Background: an optimization exercise with open tools, aiming at small area, a short achievable clock period and few clock cycles. Do not read the settings as production practice.
Function was not checked in any run shown here: the RTL went through the layout flow alone.
No activity file was given, so power comes from the tool's default toggle rates.

**design/flow/flow/run.sh**
```bash
#!/bin/bash
# Layout flow: the standard flow (standard.sh: the standard synthesis,
# then ORFS to the routed layout) with two layout settings changed:
#  - the port buffers are buf_1 cells instead of the delay buffers that
#    buffer_ports picks by default; timing repair upsizes the ones on
#    critical paths;
#  - the resizer may change a cell's footprint when it sizes cells
#    (MATCH_CELL_FOOTPRINT=0), so timing repair can upsize freely.
# The output of the whole run goes to standard.log in the work folder; ORFS
# keeps each step's log under orfs/logs/.
set -euo pipefail
bash standard.sh MATCH_CELL_FOOTPRINT=0 \
    "BUFFER_PORTS_ARGS=-buffer_cell sky130_fd_sc_hd__buf_1" \
    finish > standard.log 2>&1
```
**design/flow/standard.sh**
```bash
#!/bin/bash
# synth_recipe.tcl (not shown) runs the flow's synth.tcl, then flattens the netlist and writes it again
# the make line also repeats each setting of config.mk as NAME=value (left out here)
make -C /OpenROAD-flow-scripts/flow DESIGN_CONFIG=/design/flow/config.mk WORK_HOME=/design/flow/orfs CLKGATE_MAP_FILE= SYNTH_SCRIPT=/design/flow/synth_recipe.tcl "${@:-finish}"
```
**design/flow/config.mk**
```make
export PLATFORM = sky130hd
export DESIGN_NAME = pcwlc_core
export DESIGN_NICKNAME = pcwlc_core
export VERILOG_FILES = /design/flow/design.v
export SDC_FILE = /design/flow/constraint.sdc
export NUM_CORES = 4
export LEC_CHECK = 0
export CAP_MARGIN = 20
export CORE_MARGIN = 2
export CORE_UTILIZATION = 40
export CTS_BUF_LIST = sky130_fd_sc_hd__clkbuf_8
export PLACE_DENSITY = 0.75
export SETUP_SLACK_MARGIN = 4.25
export SLEW_MARGIN = 20
```
**design/flow/constraint.sdc**
```tcl
create_clock -name core_clock -period 8.0 [get_ports {clk}]
set_input_delay 1.6000 -clock core_clock [delete_from_list [all_inputs] [get_ports {clk}]]
set_output_delay 1.6000 -clock core_clock [all_outputs]
set_load 0.01 [all_outputs]
```
**design/flow/design.v**
```verilog
module pcwlc_core (
    input  wire        clk,
    input  wire        rst,
    input  wire        host_we,
    input  wire [2:0]  host_addr,
    input  wire [63:0] host_wdata,
    output wire [31:0] status,
    output wire [63:0] res,
    output wire [63:0] res2,
    output wire [31:0] erraddr,
    output reg         port_req,
    output reg         port_we,
    output reg  [1:0]  port_size,     
    output reg  [16:0] port_addr,
    output wire [31:0] port_wdata,
    input  wire        port_ack,
    input  wire [1:0]  port_fail,     
    input  wire [31:0] port_rdata,
    input  wire [63:0] now
);
    localparam [2:0] C_OK      = 3'd0;
    localparam [2:0] C_NOTFND  = 3'd1;
    localparam [2:0] C_ALIGN   = 3'd2;
    localparam [2:0] C_RANGE   = 3'd3;
    localparam [2:0] C_UNSUP   = 3'd4;
    localparam [2:0] C_IOFAIL  = 3'd5;
    localparam [2:0] C_ILLEGAL = 3'd6;
    localparam [4:0] OP_CFG_READ   = 5'h01;
    localparam [4:0] OP_CFG_WRITE  = 5'h02;
    localparam [4:0] OP_FIND_STD   = 5'h03;
    localparam [4:0] OP_FIND_EXT   = 5'h04;
    localparam [4:0] OP_ENABLE     = 5'h05;
    localparam [4:0] OP_DISABLE    = 5'h06;
    localparam [4:0] OP_RETRAIN    = 5'h07;
    localparam [4:0] OP_SET_SPEED  = 5'h08;
    localparam [4:0] OP_READ_STAT  = 5'h09;
    localparam [4:0] OP_WAIT_TRAIN = 5'h0A;
    localparam [4:0] OP_HOT_RESET  = 5'h0B;
    localparam [4:0] OP_SET_BITS   = 5'h0C;
    localparam [4:0] S_IDLE  = 5'd0;
    localparam [4:0] S_FIN   = 5'd1;    
    localparam [4:0] S_CFGR  = 5'd2;
    localparam [4:0] S_CFGW  = 5'd3;
    localparam [4:0] S_ST    = 5'd4;    
    localparam [4:0] S_HT    = 5'd5;    
    localparam [4:0] S_PTR   = 5'd6;    
    localparam [4:0] S_ENT   = 5'd7;    
    localparam [4:0] S_EXT   = 5'd8;    
    localparam [4:0] S_RMWR  = 5'd9;    
    localparam [4:0] S_RMWW  = 5'd10;   
    localparam [4:0] S_CAP   = 5'd11;
    localparam [4:0] S_LC2R  = 5'd12;
    localparam [4:0] S_LC2W  = 5'd13;
    localparam [4:0] S_LS    = 5'd14;
    localparam [4:0] S_HRHT  = 5'd15;   
    localparam [4:0] S_POLL  = 5'd16;   
    localparam [4:0] S_POLL2 = 5'd18;   
    localparam [4:0] S_SLP0  = 5'd19;   
    localparam [4:0] S_SLEEP = 5'd17;   
    localparam [7:0] PCIE_CAP_ID = 8'h10;
    reg [63:0] opa, opb;
    reg        busy, done, pf;
    reg [2:0]  code;
    reg [1:0]  iokind;
    reg        errv;        
    reg        resv;        
    reg        res1;        
    reg [63:0] res_q;       
    reg        dl_hi_n;     
    reg [2:0]  rs2c;        
    reg [4:0]  state;
    reg [4:0]  op;
    reg [1:0]  wc;
    reg        f;
    reg        again;
    reg [11:0] cur;
    reg [8:0]  trip;        
    reg [63:0] lop;         
    wire [15:0] imm = lop[63:48];
    reg        pz;          
    reg [64:0] wake_n;      
    assign port_wdata = res_q[31:0];
    assign status  = {22'd0, iokind & {2{done}}, 1'b0, code & {3{done}}, 1'b0, pf, done, busy};
    assign erraddr = {15'd0, port_addr & {17{errv & done}}};
    assign res     = (res_q & {64{resv}}) | {63'd0, res1};
    reg [15:0] res2_hi;
    always @(*) begin
        case (rs2c)
            3'd1:    res2_hi = 16'h4004;
            3'd2:    res2_hi = 16'h4014;
            3'd3:    res2_hi = 16'h4020;
            3'd4:    res2_hi = 16'h4030;
            3'd5:    res2_hi = 16'h4040;
            3'd6:    res2_hi = 16'h4050;
            default: res2_hi = 16'h0000;
        endcase
    end
    assign res2 = {res2_hi, 48'd0};
    wire [31:0] cw    = host_wdata[31:0];
    wire [4:0]  c_op  = cw[4:0];
    wire [1:0]  c_w   = cw[6:5];
    wire        c_f   = cw[7];
    wire        c_k   = cw[8];
    wire [15:0] c_imm = cw[31:16];
    wire        cmd_go = host_we && host_addr == 3'd0 && !busy;
    reg c_legal;
    always @(*) begin
        case (c_op)
            OP_CFG_READ, OP_CFG_WRITE: c_legal = (cw[15:7] == 9'd0);
            OP_FIND_STD:               c_legal = (cw[31:24] == 8'd0) && (cw[15:5] == 11'd0);
            OP_FIND_EXT:               c_legal = (cw[15:5] == 11'd0);
            OP_ENABLE, OP_DISABLE, OP_READ_STAT, OP_WAIT_TRAIN, OP_HOT_RESET:
                                       c_legal = (cw[31:5] == 27'd0);
            OP_RETRAIN:                c_legal = (cw[31:8] == 24'd0) && (c_w == 2'd0);
            OP_SET_SPEED:              c_legal = (cw[31:9] == 23'd0) && (c_w == 2'd0);
            OP_SET_BITS:               c_legal = (cw[15:8] == 8'd0) && (c_w == 2'd0);
            default:                   c_legal = 1'b0;
        endcase
    end
    wire c_misaligned = (c_w == 2'd1) ? c_imm[0] :
                        (c_w[1])      ? (c_imm[1:0] != 2'd0) : 1'b0;
    reg  c_out_of_range;
    always @(*) begin
        case (c_w)
            2'd0:    c_out_of_range = (opa[63:8]  != 56'd0);
            2'd1:    c_out_of_range = (opa[63:16] != 48'd0);
            2'd2:    c_out_of_range = (opa[63:32] != 32'd0);
            default: c_out_of_range = 1'b0;
        endcase
    end
    reg       speed_ok;
    reg [2:0] speed_code;
    always @(*) begin
        speed_ok   = 1'b1;
        speed_code = 3'd0;
        if (!c_k) begin
            if (opa[63:3] == 61'd0 && opa[2:0] != 3'd0 && opa[2:0] != 3'd7)
                speed_code = opa[2:0];
            else
                speed_ok = 1'b0;
        end else begin
            case (opa)
                64'h4004000000000000: speed_code = 3'd1;
                64'h4014000000000000: speed_code = 3'd2;
                64'h4020000000000000: speed_code = 3'd3;
                64'h4030000000000000: speed_code = 3'd4;
                64'h4040000000000000: speed_code = 3'd5;
                64'h4050000000000000: speed_code = 3'd6;
                default:              speed_ok   = 1'b0;
            endcase
        end
    end
    wire        ext_none  = (opa[63:9] == 55'd0) && (opa[8:0] < 9'h104);
    wire [12:0] cs_clamp  = (opa[63:12] != 52'd0) ? 13'd4096 : {1'b0, opa[11:0]};
    wire [12:0] cs_above  = cs_clamp - 13'd256;
    wire [8:0]  ext_trip1 = (cs_above[12:3] == 10'd0) ? 9'd0 : cs_above[11:3] - 9'd1;
    reg        c_req;
    reg [2:0]  c_code;
    reg        c_errv;
    reg [4:0]  c_state;
    reg [16:0] c_addr;
    reg [1:0]  c_size;
    always @(*) begin
        c_req   = 1'b0;
        c_code  = C_OK;
        c_errv  = 1'b0;
        c_state = S_FIN;
        c_addr  = 17'h006;
        c_size  = 2'd1;
        case (c_op)
            OP_CFG_READ, OP_CFG_WRITE: begin
                c_addr = {1'b0, c_imm};
                c_size = c_w[1] ? 2'd2 : c_w;
                if (c_misaligned) begin
                    c_code = C_ALIGN;
                    c_errv = 1'b1;
                end else if (c_op[1] && c_out_of_range) begin
                    c_code = C_RANGE;
                end else begin
                    c_req   = 1'b1;
                    c_state = c_op[1] ? S_CFGW : S_CFGR;
                end
            end
            OP_FIND_EXT: begin
                c_addr = 17'h100;
                c_size = 2'd2;
                if (ext_none) begin
                    c_code = C_NOTFND;
                end else begin
                    c_req   = 1'b1;
                    c_state = S_EXT;
                end
            end
            OP_HOT_RESET: begin
                c_addr  = 17'h00E;
                c_size  = 2'd0;
                c_req   = 1'b1;
                c_state = S_HRHT;
            end
            default: begin    
                if (c_op == OP_SET_SPEED && !speed_ok) begin
                    c_code = C_RANGE;
                end else begin
                    c_req   = 1'b1;
                    c_state = S_ST;
                end
            end
        endcase
        if (!c_legal) begin
            c_req   = 1'b0;
            c_code  = C_ILLEGAL;
            c_errv  = 1'b0;
            c_state = S_FIN;
        end
    end
    reg  [4:0]  st_nx;      
    reg         sel_d, sel_w, sel_p;
    wire [64:0] add_b = sel_w ? wake_n :
                        sel_p ? {1'b0, res_q} :
                                {dl_hi_n & sel_d, lop};
    localparam integer AW = 66;
    localparam integer AL = 7;                  
    wire [AW-1:0] ad_a = {2'b0, now};
    wire [AW-1:0] ad_b = {1'b0, add_b};
    wire [AW-1:0] ad_p = ad_a ^ ad_b;
    wire [AW-1:0] ad_g = ad_a & ad_b;
    wire [AW-1:0] sk_g [0:AL];
    wire [AW-1:0] sk_p [0:AL];
    assign sk_g[0] = ad_g;
    assign sk_p[0] = ad_p;
    genvar bl, bi;
    generate
        for (bl = 0; bl < AL; bl = bl + 1) begin : g_lvl
            for (bi = 0; bi < AW; bi = bi + 1) begin : g_bit
                if ((bi >> bl) % 2 == 1) begin : g_node
                    assign sk_g[bl+1][bi] = sk_g[bl][bi] | (sk_p[bl][bi] & sk_g[bl][((bi >> bl) << bl) - 1]);
                    assign sk_p[bl+1][bi] = sk_p[bl][bi] & sk_p[bl][((bi >> bl) << bl) - 1];
                end else begin : g_copy
                    assign sk_g[bl+1][bi] = sk_g[bl][bi];
                    assign sk_p[bl+1][bi] = sk_p[bl][bi];
                end
            end
        end
    endgenerate
    wire [AW-1:0] ad_cy = sk_g[AL];             
    wire [65:0]   nsum  = ad_p ^ {ad_cy[AW-2:0], 1'b0};
    reg         past;
    always @(posedge clk) past <= nsum[65] | (&ad_p[64:0]);
    wire        lop_zero  = pz;
    wire        ack  = port_req && port_ack;
    wire        okk  = (port_fail == 2'd0);
    wire [31:0] rd   = port_rdata;
    wire is_std   = (op == OP_FIND_STD);
    wire is_rs    = (op == OP_READ_STAT);
    wire is_lsop  = (op == OP_READ_STAT) || (op == OP_WAIT_TRAIN);
    wire is_cap   = (op == OP_SET_SPEED) && !again;
    wire [7:0] walk_id = is_std ? imm[7:0] : PCIE_CAP_ID;
    reg [15:0] rmw_set, rmw_clr;
    always @(*) begin
        rmw_set = 16'd0;
        rmw_clr = 16'd0;
        case (op)
            OP_ENABLE:    rmw_clr = 16'h0010;
            OP_DISABLE:   rmw_set = 16'h0010;
            OP_RETRAIN:   if (again) rmw_clr = 16'h0020; else rmw_set = 16'h0020;
            OP_SET_SPEED: if (again) rmw_set = 16'h0020;           
                          else begin                               
                              rmw_set = {13'd0, imm[2:0]};
                              rmw_clr = 16'h000F;
                          end
            OP_HOT_RESET: if (again) rmw_clr = 16'h0040; else rmw_set = 16'h0040;
            OP_SET_BITS:  if (f) rmw_set = imm; else rmw_clr = imm;
            default:      ;
        endcase
    end
    wire [7:0] base_off = is_lsop ? 8'h12 : is_cap ? 8'h02 : 8'h10;
    wire [8:0] base_adr = {1'b0, cur[7:0]} + {1'b0, base_off};
    wire [4:0] base_st  = is_lsop ? S_LS : is_cap ? S_CAP : S_RMWR;
    wire [15:0] ls       = rd[15:0];
    wire [3:0]  ls_sc    = ls[3:0];
    wire        ls_known = (ls_sc >= 4'd1) && (ls_sc <= 4'd6);
    wire [31:0] ls_res   = {ls, 3'd0, ls[13], ls[11], ls[9:4], ls_known, ls_sc};
    wire [12:0] c_cs_m4  = opa[12:0] - 13'd4;
    reg  [11:0] cs_m4;
    reg         cs_big;
    wire [11:0] nx       = rd[31:20];
    function gt12(input [11:0] a, input [11:0] b);
        integer k;
        begin
            gt12 = 1'b0;
            for (k = 0; k < 12; k = k + 1)
                gt12 = (a[k] & ~b[k]) | (~(a[k] ^ b[k]) & gt12);
        end
    endfunction
    wire        cs_over  = !cs_big && gt12(nx, cs_m4);
    wire [16:0] addr_p4  = port_addr + 17'd4;
    wire [16:0] addr_lc2 = port_addr + 17'h2E;    
    wire ent_ff    = (rd[7:0] == 8'hFF);
    wire ent_match = (rd[7:0] == walk_id);
    wire ent_next  = (trip != 9'd0) && (rd[15:14] != 2'd0);
    wire ext_dead  = (rd == 32'h00000000) || (rd == 32'hFFFFFFFF);
    wire ext_match = (rd[15:0] == imm);
    wire ext_bad   = (nx[11:8] == 4'd0) || (nx == cur) || (trip == 9'd0) || cs_over;
    wire ext_mis   = (nx[1:0] != 2'd0);
    wire cfg_more  = (wc == 2'd3) && !again;
    reg       cont;
    reg [2:0] a_code;
    reg       a_errv;
    reg       a_resv;
    reg [4:0] a_state;
    always @(*) begin
        cont    = 1'b0;
        a_code  = C_OK;
        a_errv  = 1'b0;
        a_resv  = 1'b0;
        a_state = state;
        case (state)
            S_CFGR: begin
                cont   = cfg_more;
                a_resv = 1'b1;
            end
            S_CFGW: cont = cfg_more;
            S_ST: begin
                cont    = rd[4];
                a_code  = C_NOTFND;
                a_state = S_HT;
            end
            S_HT: begin
                cont    = (rd[6:1] == 6'd0) || (rd[6:0] == 7'd2);
                a_code  = C_NOTFND;
                a_state = S_PTR;
            end
            S_PTR: begin
                cont    = (rd[7:6] != 2'd0);
                a_code  = C_NOTFND;
                a_state = S_ENT;
            end
            S_ENT: begin
                if (!ent_ff && ent_match) begin
                    cont    = !is_std && !cur[0];
                    a_code  = is_std ? C_OK : C_ALIGN;
                    a_errv  = !is_std;
                    a_resv  = is_std;
                    a_state = base_st;
                end else begin
                    cont    = !ent_ff && ent_next;
                    a_code  = C_NOTFND;
                end
            end
            S_EXT: begin
                if (ext_dead) begin
                    a_code = C_NOTFND;
                end else if (ext_match) begin
                    a_resv = 1'b1;
                end else if (ext_bad) begin
                    a_code = C_NOTFND;
                end else begin
                    cont   = !ext_mis;
                    a_code = C_ALIGN;
                    a_errv = 1'b1;
                end
            end
            S_RMWR: begin
                cont    = 1'b1;
                a_state = S_RMWW;
            end
            S_RMWW: begin
                cont    = ((op == OP_RETRAIN && f) || op == OP_HOT_RESET) && !again;
                a_state = S_RMWR;
            end
            S_CAP: begin
                cont    = (rd[3:1] != 3'd0);
                a_code  = C_UNSUP;
                a_state = S_LC2R;
            end
            S_LC2R: begin
                cont    = 1'b1;
                a_state = S_LC2W;
            end
            S_LC2W: begin
                cont    = f;
                a_state = S_ST;
            end
            S_LS: begin
                a_resv  = is_rs;
            end
            S_HRHT: begin
                cont    = (rd[6:0] == 7'd1);
                a_code  = C_UNSUP;
                a_state = S_RMWR;
            end
            default: ;
        endcase
    end
    wire poll  = (state == S_LS) && !is_rs && ls[11];
    wire hsleep = (state == S_RMWW) && (op == OP_HOT_RESET) && !again && !lop_zero;
    always @(posedge clk) begin
        st_nx = state;
        if (rst) begin
            opa      <= 64'd0;
            opb      <= 64'd0;
            busy     <= 1'b0;
            done     <= 1'b0;
            pf       <= 1'b0;
            resv     <= 1'b0;
            res1     <= 1'b0;
            rs2c     <= 3'd0;
            errv     <= 1'b0;
            st_nx    = S_IDLE;
            port_req <= 1'b0;
        end else begin
            if (host_we && host_addr == 3'd2) opa <= host_wdata;
            if (host_we && host_addr == 3'd3) opb <= host_wdata;
            if (host_we && host_addr == 3'd0 && busy) pf <= 1'b1;
            if (cmd_go) begin
                busy     <= 1'b1;
                done     <= 1'b0;
                resv     <= 1'b0;
                res1     <= 1'b0;
                rs2c     <= 3'd0;
                errv     <= c_errv;
                code     <= c_code;
                iokind   <= 2'd0;
                port_req <= c_req;
                st_nx    = c_state;
            end else if (state == S_FIN) begin
                busy  <= 1'b0;
                done  <= 1'b1;
                st_nx    = S_IDLE;
            end else if (state == S_POLL) begin
                st_nx    = S_POLL2;
            end else if (state == S_SLP0) begin
                st_nx    = S_SLEEP;
            end else if (state == S_POLL2) begin
                if (past) begin
                    code  <= C_OK;
                    busy  <= 1'b0;
                    done  <= 1'b1;
                    st_nx    = S_IDLE;
                end else if (lop_zero) begin
                    port_req <= 1'b1;
                    st_nx    = S_ST;
                end else begin
                    st_nx    = S_SLEEP;
                end
            end else if (state == S_SLEEP) begin
                if (past) begin
                    port_req <= 1'b1;
                    st_nx    = (op == OP_HOT_RESET) ? S_RMWR : S_ST;
                end
            end else if (ack) begin
                if (!okk) begin
                    port_req <= 1'b0;
                    code     <= C_IOFAIL;
                    iokind   <= port_fail;
                    errv     <= 1'b1;
                    busy     <= 1'b0;
                    done     <= 1'b1;
                    st_nx    = S_IDLE;
                end else if (poll) begin
                    port_req <= 1'b0;
                    st_nx    = S_POLL;
                end else if (hsleep) begin
                    port_req <= 1'b0;
                    st_nx    = S_SLP0;
                end else begin
                    port_req <= cont;
                    busy     <= cont;
                    done     <= !cont;
                    code     <= a_code;
                    errv     <= a_errv && !cont;
                    resv     <= a_resv && !cont;
                    res1     <= (state == S_LS) && !is_rs && !cont;
                    st_nx    = cont ? a_state : S_IDLE;
                    if (state == S_LS && is_rs)
                        rs2c <= ls_known ? ls_sc[2:0] : 3'd0;
                end
            end
        end
        state <= st_nx;
        sel_d <= !rst && ack && okk && poll;
        sel_w <= !rst && ((state == S_POLL) || (state == S_SLP0) ||
                          (state == S_POLL2 && !past && !lop_zero) ||
                          (state == S_SLEEP && !past) ||
                          (ack && okk && !poll && hsleep));
        sel_p <= !rst && ((ack && okk && (state == S_ENT) && !ent_ff && ent_match &&
                           is_lsop && !cur[0]) ||
                          (state == S_LS && !ack));
    end
    reg first;    
    always @(posedge clk) begin
        first <= !busy;
        if (!busy) begin
            op    <= c_op;
            wc    <= c_w;
            f     <= c_f;
            lop[47:0] <= opa[47:0];
            case (c_op)
                OP_FIND_STD, OP_FIND_EXT, OP_SET_BITS: lop[63:48] <= c_imm;
                OP_SET_SPEED:                          lop[63:48] <= {13'd0, speed_code};
                default:                               lop[63:48] <= opa[63:48];
            endcase
            cs_m4  <= c_cs_m4[11:0];
            cs_big <= (opa[63:13] != 51'd0) || c_cs_m4[12];
            pz    <= (opa == 64'd0);
            again <= 1'b0;
            cur   <= 12'h100;
            trip  <= ext_trip1;
            port_we   <= (c_op == OP_CFG_WRITE);
            port_size <= c_size;
        end
        if (busy && first && op == OP_WAIT_TRAIN) begin
            lop     <= ~nsum[63:0];
            dl_hi_n <= ~nsum[64];
            res_q   <= opb;
            pz      <= (opb == 64'd0);
        end
        if (cmd_go) begin
            port_addr   <= c_addr;
            res_q[31:0] <= opa[31:0];
        end
        case (state)
            S_CFGR: begin
                if (!again) res_q[31:0] <= rd;
                if (wc == 2'd3) begin
                    if (again) res_q[63:32] <= rd;
                end else begin
                    res_q[63:32] <= 32'd0;
                    res_q[31:0]  <= (wc == 2'd0) ? {24'd0, rd[7:0]} :
                                    (wc == 2'd1) ? {16'd0, rd[15:0]} : rd;
                end
            end
            S_ENT: if (is_std) res_q <= {56'd0, cur[7:0]};
            S_EXT: res_q <= {52'd0, cur};
            S_RMWR, S_LC2R: res_q[31:0] <= {16'd0, (rd[15:0] & ~rmw_clr) | rmw_set};
            S_LS: if (is_rs) res_q <= {32'd0, ls_res};
            default: ;
        endcase
        if (state == S_LS || state == S_RMWW)
            wake_n <= ~nsum[64:0];
        if (ack && okk) begin
            case (state)
                S_CFGR: begin
                    again     <= 1'b1;
                    port_addr <= addr_p4;
                end
                S_CFGW: begin
                    again       <= 1'b1;
                    port_addr   <= addr_p4;
                    res_q[31:0] <= lop[63:32];
                end
                S_ST: begin
                    port_addr <= 17'h00E;
                    port_size <= 2'd0;
                end
                S_HT: begin
                    port_addr <= rd[1] ? 17'h014 : 17'h034;
                end
                S_PTR: begin
                    cur       <= {4'd0, rd[7:0]};
                    trip      <= 9'd47;
                    port_addr <= {9'd0, rd[7:2], 2'b00};
                    port_size <= 2'd1;
                end
                S_ENT: begin
                    cur       <= {4'd0, rd[15:8]};
                    trip      <= trip - 9'd1;
                    port_addr <= ent_match ? {8'd0, base_adr} : {9'd0, rd[15:10], 2'b00};
                end
                S_EXT: begin
                    cur       <= nx;
                    trip      <= trip - 9'd1;
                    port_addr <= {5'd0, nx};
                end
                S_RMWR: begin
                    port_we <= 1'b1;
                end
                S_RMWW: begin
                    again   <= 1'b1;
                    port_we <= 1'b0;
                end
                S_CAP: begin
                    port_addr <= addr_lc2;
                end
                S_LC2R: begin
                    port_we <= 1'b1;
                end
                S_LC2W: begin
                    again     <= 1'b1;
                    port_we   <= 1'b0;
                    port_addr <= 17'h006;
                end
                S_HRHT: begin
                    port_addr <= 17'h03E;
                    port_size <= 2'd1;
                end
                S_LS: begin
                    port_addr <= 17'h006;
                end
                default: ;
            endcase
        end
    end
endmodule
```
==> notes.md, run 1 <==
status complete, no violations; met3 routed WL between 15 and 20 mm; synthesized flop and latch total between 400 and 500; Pwr Density 221 mW/mm²; Sink Count roughly 400; Peak Freq 253 MHz; Global Route Usage Sum roughly a third; Finish-stage setup viols 0; final instance area around 0.031 mm²; unrepaired setup endpoints after global routing true; pre-CTS setup slack about 2.9 ns; xor/xnor cell area share of the yosys netlist roughly 3.2%; Top Layer Used met5; Syn Area/Cell ~8 µm²; First-pass DRT Iterations 8; Worst setup SP type input port; fillcell total between 6000 and 7000; total grt overflow 0; static leakage approximately 12 nW; total power between 6 and 7 mW; Die W 262 µm; largest family of logic cells by synthesized area simple AND/OR/NAND/NOR gates; wirelength, routed between 100 and 150 mm; max_cap viols 0; WS Path Type input port to flop; storage element area slightly below 0.01 mm²; post-synthesis mux area share 4.67%; drt wl/cell 26.7 µm; gpl congestion ~1.1; Residual DRC 0; Min-Delay Path Class flop to flop; simple logic cell fraction of the synthesized area 22.5%; max-slew violations 0; IO Count roughly 410; first-pass GRT wire length roughly 170 mm; Core ar. 0.0659 mm²; WHS approximately 0.47 ns; min Tclk post-route around 4 ns; VDD IR-drop max roughly 0.00011 V; Starting DRT DRC Count 4183; Max H-tree Level 3; Synth Flop Type dfxtp_1; port buffer count ~320; Distinct cells, synth just over 80; worst-case clock buffer depth 3; clock latency (worst-skew pair) approximately 0.71 ns; Fin Clk Skew ~0.053 ns; via/cell ratio roughly 6.2; largest net degree at the start of global routing approximately 90; post-synthesis async set-or-reset flop share 0%; CP Capture Type flop; footprint of the multi-input gates about 0.016 mm²; Total Nets Final slightly below 4000; Die H between 200 and 300 µm; Worst-Margin Slew ~1.1 ns; routed wl met2 50.9 mm; Rows between 90 and 100; initial antenna violation count 9; fraction of final layout cells sized beyond drive strength 1 between 10% and 20%; Adder-Cell Fraction of Synth Area 4.62%; Yosys warning total 1; Post-Synthesis Cells between 3000 and 4000; dpl hpwl between 80 and 90 mm; number of nets still failing antenna checks after routing 0; crit path max fanout 5; dpl cells between 4000 and 5000; DIE AREA around 0.07 mm²; post-synth top area cell dfxtp_1; Yosys top cell area share a little under a fifth; Final Hold Viols 0; top post-synthesis cells by count nand2_1, a21oi_1, dfxtp_1, nor2_1, o21ai_0; CP Data Required Time 8.46 ns; Seq/Total Area, Yosys between 30% and 40%; vias in the first global route around 25000; final non-filler cell total ~4500; hold buffer count at CTS 0; Cell Area, Placed between 0.02 and 0.03 mm²; CP Data Arrival Time around 4.4 ns; Post-synth EDFFs 159; CTS tree yes; total number of vias about 28000; Layout Utilization 47.3%; met1 WL around 45 mm; max_slew headroom a little under a quarter; CTS clk-pin slew, worst paths 0.06 ns; clock root buffer clkbuf_8; top-count cell post-synth nand2_1; CTS Buf Count 73; cell area after synthesis about 0.027 mm²; synthesis-to-finish area growth 16.9%; PnR worst setup slack around 4.0 ns; Final period util 49.5%; Worst R2R Setup Slack ~4 ns; Synth Area in Compound Gates 20.0%; initial core utilization approximately two fifths; largest cells by area after synthesis dfxtp_1, edfxtp_1, nand2_1; final setup TNS 0 ns
worst paths after layout:
path,start,endpoint,cells after the start
setup / recovery,now[0],wake_n[53]$_DFFE_PP_,14
hold / removal,opb[60]$_SDFFE_PP0P_,opb[60]$_SDFFE_PP0P_,2
hold reg to reg,opb[60]$_SDFFE_PP0P_,opb[60]$_SDFFE_PP0P_,2
setup reg to reg,sel_p$_DFF_P_,wake_n[53]$_DFFE_PP_,16
cells by family (layout without fill, tap and decap cells):
group | count (synthesis) | after routing
and+or+nand+nor | 1305 | 1306
AOI/OAI and AO/OA | 845 | 846
buffers and inverters | 443 | 674
DFF | 411 | 411
muxes | 122 | 122
xor gates and xnor gates | 96 | 96
adders and majority gates | 95 | 95
other | 1 | 101
what timing repair did:
item / 4_1_cts / 5_1_grt
setup buffers: 29 / 36
cloned: 3 / 1
pin swaps: 26 / 49
resized for setup: 90 / 96
setup endpoints to repair: 158 / 150
flip-flops by register name, summed over array words and instances (netlist names), 2 cells and up:
name       cells
code           3
cs_m4         12
cur           12
iokind         2
lop           64
op             5
opa           64
opb           64
port_addr     17
port_size      2
res_q         64
rs2c           3
state          5
trip           9
wake_n        65
wc             2
worst max-delay path: stages:
cell and delay, ns:
buf_6 0.10, ha_4 0.15, fa_2 0.36, a211oi_2 0.21, o211ai_1 0.14, a21oi_2 0.19
buf_6 0.14, a21oi_4 0.08, or3_4 0.40, buf_12 0.16, o21ai_4 0.29, a21oi_4 0.12
or3_1 0.31, and4_1 0.16
cells in the final DEF, fill, tap and decap left out, types with 14 or more instances in the layout:
cell type | Yosys | routed
o21ai_1 | 3 | 14
o21a_1 | 25 | 24
edfxtp_1 | 159 | 159
nand2_1 | 626 | 617
o22ai_1 | 29 | 27
nand3_1 | 84 | 81
nor3_1 | 57 | 47
nand4_1 | 40 | 40
nor2_1 | 199 | 184
o211ai_1 | 34 | 34
and2_1 | 82 | 79
a31oi_1 | 51 | 48
mux2_2 | 19 | 15
nor4_1 | 59 | 50
o21ai_0 | 188 | 165
inv_1 | 88 | 117
buf_6 | 2 | 16
a21oi_1 | 287 | 276
clkbuf_8 | 0 | 82
and3_1 | 37 | 36
ha_1 | 89 | 80
a22oi_1 | 18 | 18
mux2i_1 | 103 | 101
dfxtp_1 | 252 | 249
or3_1 | 24 | 17
a21o_1 | 22 | 21
clkbuf_2 | 2 | 16
buf_4 | 133 | 110
or2_2 | 14 | 14
xnor2_1 | 59 | 56
a221oi_1 | 35 | 32
nand2b_1 | 22 | 22
buf_1 | 24 | 295
nor2b_1 | 25 | 23
xor2_1 | 37 | 36
conb_1 | 1 | 98
layout make-up:
type | count | area share, %
inverters | 89 | 1.08
multi-input cells | 2563 | 51.3
clock buffers | 82 | 3.62
clock inverters | 53 | 1.08
diodes | 3 | 0.0241
well taps | 864 | 3.47
flip-flops and latches | 411 | 31.5
repair buffers | 450 | 7.86
per-layer routing:
metal,GRT usage [%],up-vias
met5,0,-
met3,9.63,450
met1,42.5,13200
li1,-,12200
met2,48.3,2034
met4,20.4,10
power breakdown:
group          internal [mW]  leakage (nW)  switching, mW  total [mW]
logic                  0.793          7.35           1.36        2.15
registers               2.40          3.69          0.304        2.70
clock network           1.05         0.871          0.981        2.03
total                   4.24          11.9           2.64        6.88
==> run 2, diff against run 1 <==
--- a/design/flow/design.v
+++ b/design/flow/design.v
@@ -281,8 +281,8 @@
     wire        ls_known = (ls_sc >= 4'd1) && (ls_sc <= 4'd6);
     wire [31:0] ls_res   = {ls, 3'd0, ls[13], ls[11], ls[9:4], ls_known, ls_sc};
     wire [12:0] c_cs_m4  = opa[12:0] - 13'd4;
-    reg  [11:0] cs_m4;
-    reg         cs_big;
+    wire [11:0] cs_m4  = lop[11:0];
+    wire        cs_big = lop[12];
     wire [11:0] nx       = rd[31:20];
     function gt12(input [11:0] a, input [11:0] b);
         integer k;
@@ -494,14 +494,18 @@
             op    <= c_op;
             wc    <= c_w;
             f     <= c_f;
-            lop[47:0] <= opa[47:0];
+            lop[47:13] <= opa[47:13];
+            if (c_op == OP_FIND_EXT) begin
+                lop[11:0] <= c_cs_m4[11:0];
+                lop[12]   <= (opa[63:13] != 51'd0) || c_cs_m4[12];
+            end else begin
+                lop[12:0] <= opa[12:0];
+            end
             case (c_op)
                 OP_FIND_STD, OP_FIND_EXT, OP_SET_BITS: lop[63:48] <= c_imm;
                 OP_SET_SPEED:                          lop[63:48] <= {13'd0, speed_code};
                 default:                               lop[63:48] <= opa[63:48];
             endcase
-            cs_m4  <= c_cs_m4[11:0];
-            cs_big <= (opa[63:13] != 51'd0) || c_cs_m4[12];
             pz    <= (opa == 64'd0);
             again <= 1'b0;
             cur   <= 12'h100;
--- a/design/flow/config.mk
+++ b/design/flow/config.mk
@@ -10,5 +10,5 @@
 export CORE_UTILIZATION = 40
 export CTS_BUF_LIST = sky130_fd_sc_hd__clkbuf_8
 export PLACE_DENSITY = 0.75
-export SETUP_SLACK_MARGIN = 4.25
+export SETUP_SLACK_MARGIN = 4
 export SLEW_MARGIN = 20
==> notes.md, run 2 <==
Max H-tree Level 3; total grt overflow 0; Yosys top cell area share approximately a fifth; worst-case clock buffer depth 3; CTS clk-pin slew, worst paths roughly 0.060 ns; Final period util between 50% and 60%; status complete, no violations; gpl congestion roughly 1.0; Distinct cells, synth 94; Worst R2R Setup Slack between 3 and 4 ns; Worst-Margin Slew 1.17 ns; synthesis-to-finish area growth 13.1%; largest net degree at the start of global routing 94; footprint of the multi-input gates between 0.015 and 0.02 mm²; initial antenna violation count 21; top post-synthesis cells by count nand2_1, a21oi_1, dfxtp_1, o21ai_0, clkbuf_1; Min-Delay Path Class flop to flop; clock root buffer clkbuf_8; Die W between 200 and 300 µm; total power about 5.8 mW; Yosys warning total 1; dpl hpwl around 80 mm; CTS tree yes; CP Data Required Time approximately 8.4 ns; Die H around 260 µm; wirelength, routed approximately 110 mm; Starting DRT DRC Count ~3600; fraction of final layout cells sized beyond drive strength 1 under 10%; Post-synth EDFFs 146; commonest non-fill, non-tap cells in the layout nand2_1, buf_1, a21oi_1; WS Path Type input port to flop; min Tclk post-route around 4.2 ns; CTS Buf Count between 60 and 70; fillcell total ~6400; most common cell after layout, fill and taps aside nand2_1; Pwr Density around 200 mW/mm²; largest register by flop count wake_n; max_slew headroom a little over a fifth; IO Count slightly above 400; via/cell ratio approximately 6; Syn Area/Cell around 8 µm²; Rows between 90 and 100; unrepaired setup endpoints after global routing true; Residual DRC 0; Final Hold Viols 0; crit path max fanout 5; synthesized flop and latch total 398; total number of vias about 27000; Total Nets Final 3754; DIE AREA between 0.06 and 0.07 mm²; Reg-to-Reg End dl_hi_n$_DFFE_PP_; Critical R2R Launch sel_w$_DFF_P_; top-count cell post-synth nand2_1; Finish-stage setup viols 0; max_cap viols 0; Core ar. between 0.06 and 0.07 mm²; Synth Flop Type dfxtp_1; drt wl/cell between 20 and 30 µm; Worst setup SP type input port; post-synthesis async set-or-reset flop share 0%; CP Capture Point dl_hi_n$_DFFE_PP_; Setup crit start now[0]; Post-Synthesis Cells approximately 3300; vias in the first global route about 24000; First-pass DRT Iterations 9; Seq/Total Area, Yosys between 30 and 40%; max-slew violations 0; port buffer count 315; CP Capture Type flop; clock latency (worst-skew pair) 0.68 ns; Sink Count between 300 and 400; max reg flops 65; initial core utilization slightly above 40%; post-synth top area cell dfxtp_1; Fin Clk Skew approximately 0.05 ns; first-pass GRT wire length about 160 mm; final setup TNS 0 ns; storage element area 0.00944 mm²; largest cells by area after synthesis dfxtp_1, edfxtp_1, nand2_1; CP Data Arrival Time 4.62 ns; cell area after synthesis between 0.02 and 0.03 mm²; Peak Freq 239 MHz; Global Route Usage Sum around 31%; Worst R2R Path Depth 14; static leakage approximately 11 nW; VDD IR-drop max between 0.00009 and 0.0001 V; number of nets still failing antenna checks after routing 0; hold buffer count at CTS 0
## run 2: worst min-delay path by stage
stage / startpoint / to / slack [ns] / cells past startpoint
final: opb[17]$_SDFFE_PP0P_ / opb[17]$_SDFFE_PP0P_ / 0.47 / 2
after global routing: opa[43]$_SDFFE_PP0P_ / opa[43]$_SDFFE_PP0P_ / 0.49 / 2
after CTS: opb[23]$_SDFFE_PP0P_ / opb[23]$_SDFFE_PP0P_ / 0.47 / 2
after detailed placement: opb[23]$_SDFFE_PP0P_ / opb[23]$_SDFFE_PP0P_ / 0.47 / 2
after global placement: pf$_SDFFE_PP0P_ / pf$_SDFFE_PP0P_ / 0.45 / 2
after floorplan: pf$_SDFFE_PP0P_ / pf$_SDFFE_PP0P_ / 0.44 / 2
## run 2: routing by layer
| metal | up-vias | global-route usage (%) | routed length, µm |
|---|---|---|---|
| met1 | 12600 | 38.7 | 40800 |
| met3 | 502 | 9.87 | 14700 |
| met5 | - | 0.997 | 212 |
| met4 | 22 | 22.2 | 9290 |
| li1 | 12000 | - | - |
| met2 | 1938 | 45.0 | 46100 |
## run 2: stage by stage
step                area [µm²]  hold WS, ns  instances  setup slack (ns)  utilization (%)
floorplan                26700        0.438       3377              3.36                -
detailed placement       27600        0.466       4240              2.54             42.6
CTS                      29100        0.474       4375              3.90             45.0
global route             29700        0.495       4402              3.72             45.9
global placement         27600        0.455       4240              2.56             42.6
finish                   29700        0.474       4409              3.82             45.9
## run 2: area by class of cell
type                            count  share of cell area, %
Timing Repair Buffer              401                   6.69
Inverter                           70                  0.884
Clock inverter                     41                  0.682
Antenna cell                       11                 0.0927
Clock buffer                       81                   3.75
Tap cell                          855                   3.60
Multi-Input combinational cell   2552                   52.5
Sequential cell                   398                   31.8
## run 2: report_power, final
part           internal, mW  switching [mW]  leakage (nW)
clock network         0.953           0.905         0.785
registers              2.27           0.300          3.57
logic                 0.502           0.898          6.93
total                  3.72            2.10          11.3
## run 2: kinds of logic after synthesis
logic type / share of synthesized area [%]
other cells: 0.0143
mux: 4.78
flops: 35.9
buf+inv: 8.15
fa+ha+maj: 4.70
compound gates: 20.6
xor+xnor: 3.77
simple gates: 22.1
## run 2: worst max-delay path, stage by stage
cell,delay (ns)
buf_6,0.10
ha_4,0.15
fa_2,0.37
a211oi_2,0.27
o211ai_1,0.22
a211oi_4,0.43
a211oi_4,0.15
nor3_4,0.24
buf_12,0.15
o21ai_4,0.07
a211oi_2,0.25
o21bai_2,0.10
a21o_1,0.18
ha_1,0.27
inv_1,0.05
## run 2: timing repair
item                                   CTS  global route
endpoints found under the hold margin    0             0
setup buffers                           12            21
pin swaps                                7            36
resized for setup                       29            71
gates cloned                             1             2
setup endpoints to repair               80            57
==> run 3, diff against run 2 <==
--- a/design/flow/config.mk
+++ b/design/flow/config.mk
@@ -10,5 +10,5 @@
 export CORE_UTILIZATION = 40
 export CTS_BUF_LIST = sky130_fd_sc_hd__clkbuf_8
 export PLACE_DENSITY = 0.75
-export SETUP_SLACK_MARGIN = 4
+export SETUP_SLACK_MARGIN = 4.25
 export SLEW_MARGIN = 20
==> notes.md, run 3 <==
status complete, no violations; unrepaired setup endpoints after global routing true; static leakage approximately 12 nW; top post-synthesis cells by count nand2_1, a21oi_1, dfxtp_1, o21ai_0, clkbuf_1; CP Capture Type flop; most common cell after layout, fill and taps aside nand2_1; min Tclk post-route 4.06 ns; PnR worst setup slack around 4 ns; Pwr Density around 200 mW/mm²; Worst setup SP type flop; first-pass GRT wire length roughly 160 mm; initial antenna violation count 21; First-pass DRT Iterations 12; largest net degree at the start of global routing 81; cell area after synthesis about 0.026 mm²; Fin Clk Skew approximately 0.030 ns; CP Data Arrival Time about 4.5 ns; pre-CTS setup slack between 2 and 2.5 ns; fillcell total approximately 6300; VDD IR-drop max 0.000110 V; Rows 93; Distinct cells, synth 94; clock root buffer clkbuf_8; via/cell ratio approximately 6.1; WS Path Type flop to flop; final setup TNS 0 ns; Layout Utilization between 40% and 50%; max-slew violations 0; Max H-tree Level 3; port buffer count between 300 and 400; Residual DRC 0; number of nets still failing antenna checks after routing 0; DIE AREA around 0.068 mm²; top-count cell post-synth nand2_1; vias in the first global route around 25000; total number of vias 27300; post-synthesis async set-or-reset flop share 0%; Starting DRT DRC Count approximately 3800; Final Hold Viols 0; Die W around 260 µm; Total Nets Final 3808; Finish-stage setup viols 0; WHS 0.475 ns; Post-Synthesis Cells approximately 3300; max_slew headroom between 15 and 20%; Syn Area/Cell ~8.0 µm²; Sink Count approximately 400; Peak Freq 246 MHz; final instance area about 0.031 mm²; CTS Buf Count 67; hold buffer count at CTS 0; crit path max fanout 5; post-synth top area cell dfxtp_1; Worst-Margin Slew between 1 and 1.5 ns; Die H roughly 260 µm; largest register by flop count wake_n; Seq/Total Area, Yosys between 30% and 40%; Synth Flop Type dfxtp_1; CP Data Required Time between 8 and 9 ns; total power 6.01 mW; Yosys top cell area share between 10% and 20%; Min-Delay Path Class flop to flop; drt wl/cell around 25 µm; Core ar. 0.0647 mm²; commonest non-fill, non-tap cells in the layout nand2_1, buf_1, a21oi_1; dpl cells roughly 4200; IO Count 414; Cell Area, Placed ~0.028 mm²; max_cap viols 0; synthesis-to-finish area growth 16.1%; final non-filler cell total around 4500; max reg flops 65; dpl hpwl roughly 80 mm; Global Route Usage Sum a little under a third; CTS clk-pin slew, worst paths 0.07 ns; wirelength, routed approximately 110 mm; clock latency (worst-skew pair) between 0.6 and 0.7 ns; Post-synth EDFFs roughly 150; fraction of final layout cells sized beyond drive strength 1 ~12%; Final period util 50.8%; total grt overflow 0; worst-case clock buffer depth 3; largest cells by area after synthesis dfxtp_1, edfxtp_1, nand2_1; synthesized flop and latch total around 400; Yosys warning total 1; CTS tree yes; initial core utilization 40.6%; gpl congestion 1.04
## run 3: metal layers
layer	vias to the layer above	wire length (µm)	track usage [%]
met5	-	188	0
met4	32	9270	23.0
met1	12700	40300	39.3
met2	1985	48000	46.7
met3	529	15900	10.5
li1	12100	-	-
## run 3: path summary, 6_finish.rpt
path / slack [ns] / to / from / depth (start not counted)
setup / recovery: 3.94 / lop[42]$_DFFE_PP_ / sel_p$_DFF_P_ / 20
setup reg to reg: 3.94 / lop[42]$_DFFE_PP_ / sel_p$_DFF_P_ / 20
hold / removal: 0.47 / opa[34]$_SDFFE_PP0P_ / opa[34]$_SDFFE_PP0P_ / 2
hold reg to reg: 0.47 / opa[34]$_SDFFE_PP0P_ / opa[34]$_SDFFE_PP0P_ / 2
## run 3: kinds of logic after synthesis
logic type | synth area share, %
AND/OR/NAND/NOR | 22.1
AO/OA/AOI/OAI | 20.6
buffers and inverters | 8.15
flip-flops | 35.9
multiplexers | 4.78
XOR/XNOR | 3.77
adder cells (fa/ha/maj) | 4.70
other | 0.0143
## run 3: final cells by class
| type | count | area (µm²) | share of cell area, % |
|---|---|---|---|
| Tap cell | 855 | 1070 | 3.51 |
| Multi-Input combinational cell | 2552 | 15800 | 51.7 |
| Timing Repair Buffer | 455 | 2530 | 8.29 |
| Inverter | 70 | 263 | 0.861 |
| Clock buffer | 77 | 1060 | 3.47 |
| Clock inverter | 45 | 348 | 1.14 |
| Antenna cell | 9 | 22.5 | 0.0738 |
| Sequential cell | 398 | 9440 | 30.9 |
## run 3: critical path, cell delays in order (launching register included)
cell and delay, ns:
dfxtp_4 0.38, buf_6 0.12, buf_6 0.13, buf_4 0.13
mux2i_1 0.12, o21ai_1 0.30, fa_2 0.29, a211oi_2 0.08
o211ai_1 0.34, a211oi_4 0.10, buf_6 0.15, a211oi_4 0.35
nor3_4 0.07, buf_12 0.15, buf_6 0.11, buf_6 0.11
o21a_1 0.19, buf_6 0.13, nor4_2 0.20, nor3_2 0.09
mux2_4 0.26
## run 3: repair_timing
item / in CTS / in global routing
pin swaps: 57 / 46
gates resized for setup: 98 / 85
buffers inserted: 64 / 23
setup endpoints to repair: 187 / 113
cloned: 3 / 2
## run 3: power breakdown
group / total (mW) / switching, mW / internal [mW]
Sequential: 2.57 / 0.300 / 2.27
Clock: 1.97 / 0.919 / 1.05
Combinational: 1.48 / 0.926 / 0.549
==> run 4, diff against run 3 <==
--- a/design/flow/config.mk
+++ b/design/flow/config.mk
@@ -10,5 +10,5 @@
 export CORE_UTILIZATION = 40
 export CTS_BUF_LIST = sky130_fd_sc_hd__clkbuf_8
 export PLACE_DENSITY = 0.75
-export SETUP_SLACK_MARGIN = 4.25
+export SETUP_SLACK_MARGIN = 4.5
 export SLEW_MARGIN = 20
==> notes.md, run 4 <==
status complete, no violations; cell area after synthesis ~0.026 mm²; Finish-stage setup viols 0; static leakage ~12 nW; largest family of logic cells by synthesized area simple AND/OR/NAND/NOR gates; share of power burned in registers a little over two fifths; Residual DRC 0; pre-CTS setup slack approximately 2.6 ns; via/cell ratio ~6.1; Yosys warning total 1; Max H-tree Level 3; post-synthesis async set-or-reset flop share 0%; Fin Clk Skew 0.0428 ns; Sink Count a little under 400; largest net degree at the start of global routing 85; simple logic cell fraction of the synthesized area between 20% and 30%; final setup TNS 0 ns; largest register by flop count wake_n; CP Data Required Time ~8.4 ns; clock root buffer clkbuf_8; Logic pwr share 24.7%; CP Data Arrival Time roughly 4.6 ns; Critical R2R Launch sel_p$_DFF_P_; top-count cell post-synth nand2_1; CP Capture Type flop; hold path depth 2; dpl hpwl 80.3 mm; Worst setup SP type flop; top post-synthesis cells by count nand2_1, a21oi_1, dfxtp_1, o21ai_0, clkbuf_1; PnR worst setup slack between 3 and 4 ns; Synth Flop Type dfxtp_1; Pwr Density between 150 and 200 mW/mm²; CTS tree yes; final non-filler cell total approximately 4500; WHS 0.473 ns; Synth Area in Compound Gates 20.6%; wirelength, routed roughly 120 mm; max_slew headroom between 20 and 30%; First-pass DRT Iterations 10; most common cell after layout, fill and taps aside nand2_1; max_cap viols 0; Seq/Total Area, Yosys a little over a third; Min-Delay Endpoint pf$_SDFFE_PP0P_; Adder-Cell Fraction of Synth Area under 10%; xor/xnor cell area share of the yosys netlist 3.77%; total power slightly above 6 mW; Rows 93; total number of vias between 20000 and 30000; vias in the first global route ~25000; max reg flops 65; Pint roughly 3.9 mW; Sw Share between 30% and 40%; clock latency (worst-skew pair) 0.68 ns; Starting DRT DRC Count 4251; largest cells by area after synthesis dfxtp_1, edfxtp_1, nand2_1; worst-case clock buffer depth 3; Reg-to-Reg End wake_n[64]$_DFFE_PP_; Worst-Margin Slew 1.06 ns; Min-Delay Path Class flop to flop; Global Route Usage Sum 32.6%; Core ar. about 0.065 mm²; Total Nets Final between 3000 and 4000; Yosys top cell area share between 10% and 20%; initial antenna violation count 18; IO Count ~410; Die H approximately 260 µm; fraction of final layout cells sized beyond drive strength 1 13.2%; Final period util about 52%; Post-synth EDFFs 146; Post-Synthesis Cells between 3000 and 4000; initial core utilization 40.6%; dpl cells around 4200; CTS clk-pin slew, worst paths approximately 0.07 ns; synthesis-to-finish area growth 17.8%; DIE AREA 0.0678 mm²; fillcell total ~6200; synthesized flop and latch total between 300 and 400; number of nets still failing antenna checks after routing 0; Peak Freq between 200 and 250 MHz; WS Path Type flop to flop; Distinct cells, synth 94; first-pass GRT wire length between 150 and 200 mm; drt wl/cell ~26 µm; Final Hold Viols 0; hold path start pf$_SDFFE_PP0P_; Worst R2R Path Depth 17; Clock power frac between 30 and 40%; post-synthesis mux area share about 4.8%; Psw ~2.2 mW; post-synth top area cell dfxtp_1; min Tclk post-route approximately 4.1 ns; Die W roughly 260 µm; Syn Area/Cell 8.01 µm²; gpl congestion ~1.0; total grt overflow 0; commonest non-fill, non-tap cells in the layout nand2_1, buf_1, a21oi_1; VDD IR-drop max 0.000118 V; port buffer count ~320; Worst R2R Setup Slack just under 4 ns; CTS Buf Count a little under 70; crit path max fanout 13; max-slew violations 0; unrepaired setup endpoints after global routing true
run 4: cell counts after synthesis:
Identical to the previous run, type by type.
run 4: logic make-up (layout without fill, tap and decap cells):
logic type / after synthesis / after routing
other: 1 / 106
adders and majority gates: 95 / 95
xor gates and xnor gates: 113 / 113
DFF: 398 / 398
AOI/OAI and AO/OA: 870 / 870
muxes: 123 / 123
buffers and inverters: 427 / 644
and+or+nand+nor: 1253 / 1253
run 4: timing repair:
item	4_1_cts	5_1_grt
resized for setup	131	104
endpoints found under the setup margin	226	195
hold buffers	0	0
gates cloned	3	2
pin swaps	48	48
buffers inserted	44	34
run 4: final cells by class:
| type | count | area, µm² | share of cell area (%) |
|---|---|---|---|
| antenna | 8 | 20.0 | 0.0647 |
| clock buffer | 86 | 1180 | 3.82 |
| clock inverter | 41 | 309 | 0.999 |
| inverter | 70 | 265 | 0.857 |
| multi-input combinational | 2552 | 16100 | 52.1 |
| sequential | 398 | 9450 | 30.5 |
| tap | 855 | 1070 | 3.46 |
| timing repair buffer | 447 | 2520 | 8.16 |
run 4: worst max-delay path by stage:
| stage | from | endpoint | slack, ns | depth (start not counted) |
|---|---|---|---|---|
| floorplan | now[0] | dl_hi_n$_DFFE_PP_ | 3.36 | 14 |
| global placement | now[0] | lop[42]$_DFFE_PP_ | 2.56 | 12 |
| detailed placement | now[0] | lop[42]$_DFFE_PP_ | 2.55 | 12 |
| CTS | now[0] | wake_n[64]$_DFFE_PP_ | 4.02 | 15 |
| global route | now[0] | wake_n[64]$_DFFE_PP_ | 3.78 | 15 |
| finish | sel_p$_DFF_P_ | wake_n[64]$_DFFE_PP_ | 3.86 | 17 |
run 4: power by group through the flow:
stage / Clock, mW / Combinational [mW] / Sequential, mW
after floorplan: 0 / 1.01 / 2.41
after global placement: 0 / 1.28 / 2.58
after detailed placement: 0 / 1.29 / 2.58
after CTS: 2.05 / 1.38 / 2.54
after global routing: 2.15 / 1.61 / 2.56
final: 2.06 / 1.52 / 2.56
run 4: routing by layer:
metal | track usage, % | wire [µm] | vias to the layer above
met2 | 47.6 | 49200 | 2062
li1 | - | - | 12000
met3 | 10.5 | 15700 | 503
met4 | 22.7 | 9410 | 20
met1 | 40.6 | 42400 | 12800
met5 | 0 | 156 | -
run 4: per-stage QoR:
stage	util (%)	area, µm²
6_report	47.8	30900
5_1_grt	47.8	30900
4_1_cts	46.6	30200
3_5_place_dp	42.7	27600
3_3_place_gp	42.7	27600
2_1_floorplan	-	26800
run 4: critical path, cell delays in order (launching register included):
cell	delay, ns
dfxtp_4	0.38
buf_12	0.15
buf_4	0.20
clkbuf_16	0.24
mux2i_1	0.19
o21ai_0	0.11
ha_1	0.24
nor3_1	0.31
o21ai_0	0.22
a41oi_2	0.37
o21ai_2	0.13
a21o_1	0.24
a22o_1	0.24
a211oi_2	0.24
o21bai_1	0.13
a21o_1	0.19
ha_2	0.31
inv_1	0.04

port drivers added, routing unchanged:
The flow's constraints put no driver on any port. The routed layouts listed below were extracted and timed again, unchanged, in two steps. Step 1: set_driving_cell puts a clkbuf_16 on clk and a buf_2 on each other input, an assumption about the parent block. Step 2 times the ports against the registers' clock, not the clock port: input delays grow and output delays shrink by t, the midpoint of the rising clock arrivals with the driver on. Three values: ideal, step 1, step 2; two values: the first two.
| run | t, ns | setup slack, ns | worst setup path after step 2 | slew at the worst register clock pin (ns) |
|---|---|---|---|---|
| run 1 | 0.744 | 4.041 / 4.062 / 3.318 | input to register | 0.07 / 0.07 |
| run 2 | 0.712 | 3.820 / 3.841 / 3.129 | input to register | 0.08 / 0.08 |
| run 3 | 0.706 | 3.938 / 3.938 / 3.307 | input to register | 0.07 / 0.07 |
| run 4 | 0.714 | 3.863 / 3.863 / 3.201 | input to register | 0.08 / 0.08 |
After both steps every run listed still meets setup and hold. The setup slack of run 1, which loses most, moves by +0.021 ns with the drivers and by -0.723 ns with both steps.
